From an optimization exercise on the open Yosys and OpenROAD flow, aimed at small area, a short achievable clock period and few clock cycles; shortcuts taken in it are not production practice.
At most, simulation tests tie the RTL to the original design; equivalence was not proved.
Power and IR drop assume default switching activity.

old:
==> flow/design.v <==
module usbpd_msg_engine (
    input  wire         clk,
    input  wire         rst,           
    input  wire         cmd_valid,
    output wire         cmd_ready,
    input  wire [2:0]   cmd_op,
    input  wire [31:0]  cmd_arg,
    input  wire [223:0] cmd_obj,       
    output reg          rsp_valid,
    output reg          rsp_ok,
    output reg  [47:0]  rsp_data,
    output wire [223:0] rsp_obj,       
    output wire         tx_valid,
    input  wire         tx_ready,
    output reg  [7:0]   tx_data,
    input  wire         rx_valid,
    output wire         rx_ready,
    input  wire [7:0]   rx_data
);
    localparam [7:0] TOK_SYNC1   = 8'h12;
    localparam [7:0] TOK_SYNC2   = 8'h13;
    localparam [7:0] TOK_JAMCRC  = 8'hFF;
    localparam [7:0] TOK_EOP     = 8'h14;
    localparam [7:0] TOK_TXOFF   = 8'hFE;
    localparam [7:0] TOK_TXON    = 8'hA1;
    reg         idle;          
    reg         busy;          
    wire        ld = ~busy;    
    reg         bm;            
    reg         bc;            
    reg         is_cap;        
    reg         btx;           
    reg         brx;           
    reg [5:0]   cnt;           
    reg [2:0]   nobj;          
    reg         ft;            
    reg         fr;            
    reg         et;            
    reg         er;            
    reg [223:0] obj;
    assign cmd_ready = idle;
    assign tx_valid  = btx;
    assign rx_ready  = brx;
    assign rsp_obj   = obj;
    wire op_tx  = (cmd_op == 3'd4);
    wire op_rx  = (cmd_op == 3'd5);
    wire op_2c  = (cmd_op[2:1] == 2'b01);
    wire tx_go  = btx & tx_ready;
    wire rx_go  = brx & rx_valid;
    wire done   = (et & tx_ready) | (er & rx_valid);
    wire sh     = (ft & tx_ready) | (fr & rx_valid);
    wire [15:0] packhdr = {1'b0, cmd_arg[7:5], cmd_arg[10:8], cmd_arg[11],
                           cmd_arg[13:12], cmd_arg[14], cmd_arg[4:0]};
    wire [15:0] unpackhdr = {5'd0, cmd_arg[11:9], cmd_arg[14:12], cmd_arg[4:0]};
    wire [47:0] unpackcap_raw = {6'd0, cmd_arg[21:20], cmd_arg[24], cmd_arg[25],
                                 cmd_arg[26], cmd_arg[27], cmd_arg[28], cmd_arg[29],
                                 cmd_arg[31:30], 12'd0, cmd_arg[9:0], cmd_arg[19:10]};
    wire [47:0] packreq_raw = {6'd0, cmd_arg[29:21], 1'b0, 1'b0, cmd_arg[2:0], 3'b000, 1'b1,
                               19'd0, cmd_arg[20:16]};
    reg [47:0] codec;
    always @(*) begin
        case (cmd_op)
        3'd0:    codec = {32'd0, packhdr};
        3'd1:    codec = {32'd0, unpackhdr};
        3'd2:    codec = unpackcap_raw;
        3'd3:    codec = packreq_raw;
        3'd4:    codec = {32'd0, cmd_arg[15:0]};    
        default: codec = 48'd0;
        endcase
    end
    wire [15:0] cap_ma  = {rsp_data[19:10], 3'b000} + {rsp_data[19:10], 1'b0};
    wire [12:0] cap_t   = {rsp_data[9:0], 2'b00} + rsp_data[9:0];
    wire [15:0] cap_mv  = {rsp_data[12:0], 3'b000} + {rsp_data[12:0], 1'b0};
    wire [8:0]  req_xh  = rsp_data[41:33];
    wire [5:0]  req_qh  = req_xh / 9'd10;
    wire [3:0]  req_rh  = req_xh % 9'd10;
    wire [8:0]  req_xl  = {rsp_data[41:38], rsp_data[4:0]};
    wire [4:0]  req_ql  = req_xl / 9'd10;
    wire [9:0]  req_raw = {rsp_data[14:10], req_ql};
    wire [5:0] cn  = cnt + 6'd1;
    wire [5:0] n4  = {1'b0, nobj, 2'b00};
    always @(posedge clk) begin
        if (rst) begin
            idle      <= 1'b1;
            busy      <= 1'b0;
            bm        <= 1'b0;
            bc        <= 1'b0;
            btx       <= 1'b0;
            brx       <= 1'b0;
            rsp_valid <= 1'b0;
        end else begin
            rsp_valid <= (idle & cmd_valid & ~op_tx & ~op_rx & ~op_2c) | bc | done;
            if (idle) begin
                if (cmd_valid & (op_tx | op_rx | op_2c)) begin
                    idle <= 1'b0;
                    busy <= 1'b1;
                end
                bm  <= cmd_valid & op_2c;
                bc  <= 1'b0;
                btx <= cmd_valid & op_tx;
                brx <= cmd_valid & op_rx;
            end else if (bm) begin
                bm   <= 1'b0;
                bc   <= 1'b1;
            end else if (bc | done) begin
                idle <= 1'b1;
                busy <= 1'b0;
                bc   <= 1'b0;
                btx  <= 1'b0;
                brx  <= 1'b0;
            end
        end
    end
    always @(posedge clk) begin
        if (ld | rst) begin
            cnt  <= 6'd0;
            nobj <= cmd_arg[18:16];
            ft   <= 1'b0;
            fr   <= 1'b0;
            et   <= 1'b0;
            er   <= 1'b0;
        end else if (tx_go) begin
            cnt <= cn;
            ft  <= (cn >= 6'd6) && (cn <= 6'd5 + n4);
            et  <= (cn == 6'd10 + n4);
        end else if (rx_go) begin
            cnt <= cn;
            if (cnt == 6'd2) begin
                nobj <= rx_data[6:4];
                fr   <= (rx_data[6:4] != 3'd0);
            end else begin
                fr   <= (cn >= 6'd3) && (cn < 6'd3 + n4);
            end
            er <= (cnt == 6'd1) ? ~rsp_ok : ((cnt >= 6'd3) && (cn == 6'd6 + n4));
        end
    end
    always @(posedge clk) begin
        if (ld)
            tx_data <= TOK_SYNC1;
        else if (tx_go) begin
            if (cn <= 6'd2)
                tx_data <= TOK_SYNC1;
            else if (cn == 6'd3)
                tx_data <= TOK_SYNC2;
            else if (cn == 6'd4)
                tx_data <= {3'b100, nobj, 2'b10};
            else if (cn == 6'd5)
                tx_data <= rsp_data[7:0];
            else if (cn == 6'd6)
                tx_data <= rsp_data[15:8];
            else if (ft)
                tx_data <= obj[7:0];
            else if (cn == 6'd7 + n4)
                tx_data <= TOK_JAMCRC;
            else if (cn == 6'd8 + n4)
                tx_data <= TOK_EOP;
            else if (cn == 6'd9 + n4)
                tx_data <= TOK_TXOFF;
            else
                tx_data <= TOK_TXON;
        end
    end
    always @(posedge clk) begin
        if (ld) begin
            rsp_ok   <= (cmd_op[2:1] != 2'b11);
            rsp_data <= codec;
            is_cap   <= ~cmd_op[0];
        end else if (bm) begin
            if (is_cap) begin
                rsp_data[31:16] <= cap_ma;
                rsp_data[12:0]  <= cap_t;
            end else begin
                rsp_data[41:38] <= req_rh;
                rsp_data[15:10] <= req_qh;
            end
        end else if (bc) begin
            if (is_cap) begin
                rsp_data[15:0]  <= cap_mv;
            end else begin
                rsp_data[41:32] <= 10'd0;
                rsp_data[23:0]  <= {4'd0, req_raw[9:0], req_raw[9:0]};
            end
        end else if (tx_go) begin
            if (cn == 6'd6) rsp_data[15:0] <= 16'd0;    
        end else if (rx_go) begin
            if (cnt == 6'd0) rsp_ok <= (rx_data[7:5] == 3'b111);
            if (cnt == 6'd1 && rsp_ok) rsp_data[7:0]  <= rx_data;
            if (cnt == 6'd2 && rsp_ok) rsp_data[15:8] <= rx_data;
        end
    end
    integer j;
    always @(posedge clk) begin
        if (ld)
            obj <= cmd_obj;
        else if (sh) begin
            for (j = 0; j < 27; j = j + 1)
                if (brx && (j % 4 == 3) && (nobj == j / 4 + 1))
                    obj[8*j +: 8] <= rx_data;
                else
                    obj[8*j +: 8] <= obj[8*j+8 +: 8];
            obj[223:216] <= rx_data;
        end
    end
endmodule
clock: 12.0 ns
lec_check: 0
cap_margin: 20
core_margin: 2
core_utilization: 50
cts_buf_list: sky130_fd_sc_hd__clkbuf_8
cts_cluster_diameter: 60
cts_cluster_size: 16
slew_margin: 20
standard.sh (not shown) runs the stock make flow with config.mk's settings and CLKGATE_MAP_FILE= SYNTH_SCRIPT=/design/flow/synth_recipe.tcl, a recipe that flattens the netlist after the stock synthesis.
==> flow/flow/run.sh <==
#!/bin/bash
export BUFFER_PORTS_ARGS="-buffer_cell sky130_fd_sc_hd__buf_1"
export SETUP_SLACK_MARGIN=8.2
bash standard.sh > standard.log 2>&1
What new does differently from old at the input level:
diff --git a/flow/design.v b/flow/design.v
--- a/flow/design.v
+++ b/flow/design.v
@@ -53,9 +53,9 @@
                            cmd_arg[13:12], cmd_arg[14], cmd_arg[4:0]};
     wire [15:0] unpackhdr = {5'd0, cmd_arg[11:9], cmd_arg[14:12], cmd_arg[4:0]};
     wire [47:0] unpackcap_raw = {6'd0, cmd_arg[21:20], cmd_arg[24], cmd_arg[25],
                                  cmd_arg[26], cmd_arg[27], cmd_arg[28], cmd_arg[29],
-                                 cmd_arg[31:30], 12'd0, cmd_arg[9:0], cmd_arg[19:10]};
+                                 cmd_arg[31:30], 12'd0, cmd_arg[19:0]};
     wire [47:0] packreq_raw = {6'd0, cmd_arg[29:21], 1'b0, 1'b0, cmd_arg[2:0], 3'b000, 1'b1,
                                19'd0, cmd_arg[20:16]};
     reg [47:0] codec;
     always @(*) begin
@@ -67,17 +67,16 @@
         3'd4:    codec = {32'd0, cmd_arg[15:0]};    
         default: codec = 48'd0;
         endcase
     end
-    wire [15:0] cap_ma  = {rsp_data[19:10], 3'b000} + {rsp_data[19:10], 1'b0};
-    wire [12:0] cap_t   = {rsp_data[9:0], 2'b00} + rsp_data[9:0];
-    wire [15:0] cap_mv  = {rsp_data[12:0], 3'b000} + {rsp_data[12:0], 1'b0};
-    wire [8:0]  req_xh  = rsp_data[41:33];
-    wire [5:0]  req_qh  = req_xh / 9'd10;
-    wire [3:0]  req_rh  = req_xh % 9'd10;
-    wire [8:0]  req_xl  = {rsp_data[41:38], rsp_data[4:0]};
-    wire [4:0]  req_ql  = req_xl / 9'd10;
-    wire [9:0]  req_raw = {rsp_data[14:10], req_ql};
+    wire [12:0] m5_a    = {rsp_data[12:10] & {3{~bm}}, rsp_data[9:0]};
+    wire [14:0] m5      = {m5_a, 2'b00} + m5_a;
+    wire [12:0] cap_t   = {rsp_data[19:10], 2'b00} + rsp_data[19:10];
+    wire [15:0] cap_x10 = {m5, 1'b0};
+    wire [8:0]  req_v   = {rsp_data[41:38], bm ? rsp_data[37:33] : rsp_data[4:0]};
+    wire [5:0]  req_q   = req_v / 9'd10;
+    wire [3:0]  req_r   = req_v % 9'd10;
+    wire [9:0]  req_raw = {rsp_data[14:10], req_q[4:0]};
     wire [5:0] cn  = cnt + 6'd1;
     wire [5:0] n4  = {1'b0, nobj, 2'b00};
     always @(posedge clk) begin
         if (rst) begin
@@ -160,27 +159,27 @@
                 tx_data <= TOK_TXON;
         end
     end
     always @(posedge clk) begin
-        if (ld) begin
+        if (bm) begin
+            if (is_cap) begin
+                rsp_data[31:16] <= cap_x10;
+                rsp_data[12:0]  <= cap_t;
+            end else begin
+                rsp_data[41:38] <= req_r;
+                rsp_data[15:10] <= req_q;
+            end
+        end else if (bc) begin
+            if (is_cap) begin
+                rsp_data[15:0]  <= cap_x10;
+            end else begin
+                rsp_data[41:32] <= 10'd0;
+                rsp_data[23:0]  <= {4'd0, req_raw[9:0], req_raw[9:0]};
+            end
+        end else if (ld) begin
             rsp_ok   <= (cmd_op[2:1] != 2'b11);
             rsp_data <= codec;
             is_cap   <= ~cmd_op[0];
-        end else if (bm) begin
-            if (is_cap) begin
-                rsp_data[31:16] <= cap_ma;
-                rsp_data[12:0]  <= cap_t;
-            end else begin
-                rsp_data[41:38] <= req_rh;
-                rsp_data[15:10] <= req_qh;
-            end
-        end else if (bc) begin
-            if (is_cap) begin
-                rsp_data[15:0]  <= cap_mv;
-            end else begin
-                rsp_data[41:32] <= 10'd0;
-                rsp_data[23:0]  <= {4'd0, req_raw[9:0], req_raw[9:0]};
-            end
         end else if (tx_go) begin
             if (cn == 6'd6) rsp_data[15:0] <= 16'd0;    
         end else if (rx_go) begin
             if (cnt == 6'd0) rsp_ok <= (rx_data[7:5] == 3'b111);
--- outcome ---
- Every run (old and new) finished clean.
- Number of standard cells after synthesis (higher): old
- new vs. old: clock power dropped 3.6%; total leakage power dropped about 1.1%; worst setup slack barely changed; maximum number of pins on one net before global-route repair dropped about 50%.
- Diff old and new: proportion of synthesized area in mux cells higher in new
- Compared with old, in new utilization after layout went up 0.21 points, sequential share of layout area now larger, cell count along the critical path increased 1.
- From old to new the numbers moved as follows: relative area change from synthesis to final layout went down by 0.73 points; met2 demand-to-capacity share in global routing went up by 0.65 points; total power after layout went up by about 5.6%; routed wire length went down by 3.1%.
Testbench counts of new, summed over its fixed seeds: cycles 73,000.
The RTL of old was laid out without a check of its function.

[afterwards: timing with drivers on the ports]
Ports are ideal in the flow. The routed layouts listed here were re-timed in OpenROAD.
Step 1 assumes that a clkbuf_16 drives the clock port and a buf_2 every other input.
Step 2, shift: input delay + t, output delay - t, t = (earliest + latest rising clock arrival at the registers) / 2. This alone moves slack from input paths to output paths.
Three values: ideal ports, drivers, drivers and shift; two values: the first two.
run	t (ns)	slack for setup (ns)	cell pins on the clock port's net
old	0.661	8.226 / 8.174 / 7.640	1
new	0.651	8.225 / 8.175 / 7.581	1
After both steps every run listed still meets setup and hold. The setup slack of new, which loses most, moves by -0.050 ns with the drivers and by -0.644 ns with both steps.
